What follows belongs to an exercise in optimizing a design on an open flow for small area; a production flow would make more cautious choices.
RTL that was checked went through simulation tests only; none was proved equivalent to the original.
The flow treats the clock pin as an ideal source, which a real chip does not have.
No activity file was given, so power comes from the tool's default toggle rates.

==> module pe_core, before the edit <==
module pe_core (
    input  wire         clk,
    input  wire         rst,
    input  wire         start,
    input  wire [7:0]   len,
    output wire         busy,
    output wire         done,
    output wire [127:0] out_chars,
    output wire         in_req,
    output wire [7:0]   in_idx,
    input  wire [7:0]   in_data,
    input  wire         in_ack
);
    reg [3:0]   stage;
    reg [7:0]   j;
    reg [2:0]   bc;
    reg [7:0]   len_q;
    reg [15:0]  h;
    reg [127:0] r;
    reg         keep_q, cy_q;
    wire busy_q  = ~stage[3] | (~stage[2] & ~(stage[1] & stage[0]));
    wire done_q  = stage[3] & stage[1] & stage[0];
    wire st_map  = stage[3] & stage[1];           
    wire st_hash = stage[0];
    wire st_mix  = ~stage[0] & ~st_map;
    wire rd      = busy_q & st_mix & (j < len_q);
    wire en      = busy_q & ~(rd & ~in_ack);
    wire r0      = r[0];
    wire clr     = (stage == 4'd0) & (j[7:4] == 4'd0);
    wire mix_bit = (r0 & ~clr) ^ (rd & in_data[bc]);
    wire crc     = st_hash & ~j[4];
    wire win     = st_hash & j[4] & (j[3:1] == ~j[7:5]);
    wire fb      = (h[0] ^ r0) & crc;
    wire h_in    = clr ? (~j[0] & ~bc[1] & ~bc[0]) : (h[0] ^ (crc & r0));
    wire keep_c  = r[6] & (r[4:0] != 5'd0) & (r[4:0] <= 5'd26);
    wire keep    = (bc == 3'd0) ? keep_c : keep_q;
    wire cin     = (bc == 3'd0) ? 1'b1 : cy_q;
    wire rep_bit = bc[2] ? ((bc[1:0] == 2'd0) ? cin : (bc[1:0] != 2'd3)) : (r[4] ^ cin);
    wire map_bit = keep ? (r0 & (bc != 3'd7)) : rep_bit;
    wire nb      = st_map ? map_bit : win ? h[8] : st_mix ? mix_bit : r0;
    always @(posedge clk) begin
        keep_q <= keep;
        cy_q   <= r[4] & cin;
    end
    wire [11:0] cnt_inc = {1'b0, j, bc} + {11'd0, en};
    always @(posedge clk) begin
        {j, bc} <= busy_q ? cnt_inc[10:0] : 11'd0;
        if (rst)
            stage <= 4'd12;
        else if (!busy_q)
            stage <= start ? 4'd0 : stage;
        else
            stage <= stage + {3'd0, cnt_inc[11]};
    end
    always @(posedge clk) begin
        if (!busy_q && start)
            len_q <= len;
        if (en) begin
            r <= {nb, r[127:1]};
            h <= {h_in, h[15], h[14] ^ fb, h[13:2], h[1] ^ fb};
        end
    end
    assign busy   = busy_q;
    assign done   = done_q;
    assign in_req = rd;
    assign in_idx = j;
    genvar g;
    generate
        for (g = 0; g < 16; g = g + 1) begin : g_out
            assign out_chars[8*g +: 8] = {1'b0, r[8*(15-g) +: 7]};
        end
    endgenerate
endmodule
Settings: LEC_CHECK=0, CAP_MARGIN=20, CORE_MARGIN=2, CORE_UTILIZATION=40, SLEW_MARGIN=20; clock period 10.0 ns.
standard.sh (not shown) runs the stock make flow with config.mk's settings and CLKGATE_MAP_FILE= SYNTH_SCRIPT=/design/flow/synth_recipe.tcl, a recipe that flattens the netlist after the stock synthesis.
==> flow/flow/run.sh <==
#!/bin/bash
# Layout flow: the standard synthesis and ORFS layout (standard.sh), with
#  - the combinational logic of the standard netlist re-mapped for area by
#    flow/resyn.sh (Yosys + ABC); every flip-flop instance is kept as the
#    standard synthesis made it (name, cell type and connections);
#  - port buffers of the smallest buffer cell;
#  - a clock tree of clkbuf_8 without dummy loads, whose buffers
#    flow/post_cts.tcl then shrinks as far as the clock-pin slew allows.
# Each tool's output goes to a log file of its own in this folder (and ORFS's
# step logs under orfs/logs).
set -euo pipefail
R=orfs/results/sky130hd/pe_core/base
LIB=$FLOW_HOME/platforms/sky130hd/lib/sky130_fd_sc_hd__tt_025C_1v80.lib
YOSYS=$(command -v yosys || echo "$FLOW_HOME/../tools/install/yosys/bin/yosys")
export BUFFER_PORTS_ARGS="-buffer_cell sky130_fd_sc_hd__buf_1"
export CTS_ARGS="-sink_clustering_enable -repair_clock_nets -dont_use_dummy_load -buf_list sky130_fd_sc_hd__clkbuf_8"
export POST_CTS_TCL="$PWD/flow/post_cts.tcl"
ARGS=("BUFFER_PORTS_ARGS=$BUFFER_PORTS_ARGS" "CTS_ARGS=$CTS_ARGS" "POST_CTS_TCL=$POST_CTS_TCL")

bash standard.sh "${ARGS[@]}" synth > standard_synth.log 2>&1
cp $R/1_2_yosys.v standard_netlist.v
bash flow/resyn.sh "$PWD/standard_netlist.v" "$PWD/resyn_netlist.v" "$LIB" "$PWD/resyn" "$YOSYS"
cp resyn_netlist.v $R/1_2_yosys.v
rm -f $R/1_synth.odb $R/1_synth.sdc
bash standard.sh "${ARGS[@]}" finish > standard_flow.log 2>&1
Other scripts of this flow, unchanged in this note and not shown: flow/flow/mkcells.py, flow/flow/post_cts.tcl, flow/flow/resyn.sh
The starting point went through all stages and came out clean.
Edit:
--- a/flow/design.v
+++ b/flow/design.v
@@ -14,13 +14,13 @@
     reg [3:0]   stage;
     reg [7:0]   j;
     reg [2:0]   bc;
     reg [7:0]   len_q;
     reg [15:0]  h;
     reg [127:0] r;
-    reg         keep_q, cy_q;
+    reg         keep_q;
     wire busy_q  = ~stage[3] | (~stage[2] & ~(stage[1] & stage[0]));
     wire done_q  = stage[3] & stage[1] & stage[0];
     wire st_map  = stage[3] & stage[1];           
     wire st_hash = stage[0];
     wire st_mix  = ~stage[0] & ~st_map;
     wire rd      = busy_q & st_mix & (j < len_q);
@@ -31,19 +31,18 @@
     wire crc     = st_hash & ~j[4];
     wire win     = st_hash & j[4] & (j[3:1] == ~j[7:5]);
     wire fb      = (h[0] ^ r0) & crc;
     wire h_in    = clr ? (~j[0] & ~bc[1] & ~bc[0]) : (h[0] ^ (crc & r0));
     wire keep_c  = r[6] & (r[4:0] != 5'd0) & (r[4:0] <= 5'd26);
     wire keep    = (bc == 3'd0) ? keep_c : keep_q;
-    wire cin     = (bc == 3'd0) ? 1'b1 : cy_q;
-    wire rep_bit = bc[2] ? ((bc[1:0] == 2'd0) ? cin : (bc[1:0] != 2'd3)) : (r[4] ^ cin);
+    wire cin     = (r[3] | (bc[1:0] == 2'd0)) & (r[2] | ~bc[1]) & (r[1] | (bc[1:0] != 2'd3));
+    wire rep_bit = bc[2] ? ((bc[1:0] == 2'd0) ? (&r[3:0]) : (bc[1:0] != 2'd3)) : (r[4] ^ cin);
     wire map_bit = keep ? (r0 & (bc != 3'd7)) : rep_bit;
     wire nb      = st_map ? map_bit : win ? h[8] : st_mix ? mix_bit : r0;
     always @(posedge clk) begin
         keep_q <= keep;
-        cy_q   <= r[4] & cin;
     end
     wire [11:0] cnt_inc = {1'b0, j, bc} + {11'd0, en};
     always @(posedge clk) begin
         {j, bc} <= busy_q ? cnt_inc[10:0] : 11'd0;
         if (rst)
             stage <= 4'd12;
Effect: Combinational power came out higher by 17%; synthesized area stays flat; setup slack got worse by 0.065 ns; total power increases by 2.8%; die area hardly moves; register-to-register slack improved by 0.15 ns; final area hardly moves; sequential share of layout area fell by 0.46 points; synthesized cell count rose by 1.8%; worst hold slack stays flat; first-iteration DRC count came out higher by 23%.
For the second run of this note, only the layout was checked, not whether the RTL still works.

* * *

Setup of job 9655:
Starting RTL as in the previous note.
export LEC_CHECK = 0
export CAP_MARGIN = 20
export CORE_MARGIN = 2
export CORE_UTILIZATION = 40
export SLEW_MARGIN = 20
create_clock -name core_clock -period 10.0 [get_ports {clk}]
Scripts as last shown in full above: flow/flow/run.sh
Other scripts of this flow, unchanged in this note and not shown: flow/flow/mkcells.py, flow/flow/post_cts.tcl, flow/flow/resyn.sh
Inputs modified between job 9655 and job 8309:
-- flow/design.v --
<<< job 9655, line 43
        cy_q   <= r[4] & cin;
    end
    wire [11:0] cnt_inc = {1'b0, j, bc} + {11'd0, en};
    always @(posedge clk) begin
        {j, bc} <= busy_q ? cnt_inc[10:0] : 11'd0;
        if (rst)
            stage <= 4'd12;
        else if (!busy_q)
            stage <= start ? 4'd0 : stage;
        else
            stage <= stage + {3'd0, cnt_inc[11]};
    end
    always @(posedge clk) begin
        if (!busy_q && start)
            len_q <= len;
        if (en) begin
            r <= {nb, r[127:1]};
            h <= {h_in, h[15], h[14] ^ fb, h[13:2], h[1] ^ fb};
        end
    end
>>> job 8309, line 43
        cy_q   <= r[4] & cin;
    end
    always @(posedge clk) begin
        if (rst) begin
            stage <= 4'd12;
        end else if (!busy_q) begin
            if (start) begin
                {stage, j, bc} <= 15'd0;
                len_q  <= len;
            end
        end else if (en) begin
            r <= {nb, r[127:1]};
            h <= {h_in, h[15], h[14] ^ fb, h[13:2], h[1] ^ fb};
            {stage, j, bc} <= {stage, j, bc} + 15'd1;
        end
    end
[summary]
- Going from job 9655 to job 8309, the hold slack was found to have gone down by 0.022 ns.
- Job 8309 against job 9655: core occupancy in the finished layout picked up an extra 0.39 points; growth of design area from synthesis to finish neither gained nor lost much; final critical-path required period lost 0.28 ns; critical path depth lost 5; depth of the most critical reg-to-reg path lost 10.
- [compare] base=job 9655 new=job 8309: met3 wire length now larger, setup slack after placement now larger, area of the die now larger.
- In job 8309, the non-clock buffer count came out 1 above the value in job 9655.

-- separate check: timing with driven ports --
Ports are ideal in the flow. The routed layouts listed here were re-timed in OpenROAD.
Step 1, drivers: a clkbuf_16 drives clk and a buf_2 each remaining input, both assumed.
Step 2 times the ports against the registers' clock, not the clock port: input delays grow and output delays shrink by t, the midpoint of the rising clock arrivals with the driver on.
Slacks: ideal / step 1 / step 2; pairs: ideal / step 1.
run | t, ns | setup WS [ns] | worst setup path at the end
the first run of note 1 | 0.548 | 5.842 / 5.810 / 5.637 | input to register
the second run of note 1 | 0.441 | 5.778 / 5.744 / 5.708 | input to register
job 9655 | 0.572 | 5.572 / 5.581 / 5.010 | input to register
job 8309 | 0.723 | 5.856 / 5.826 / 5.519 | input to register
After both steps every run listed still meets setup and hold. The setup slack of job 9655, which loses most, moves by +0.009 ns with the drivers and by -0.562 ns with both steps.
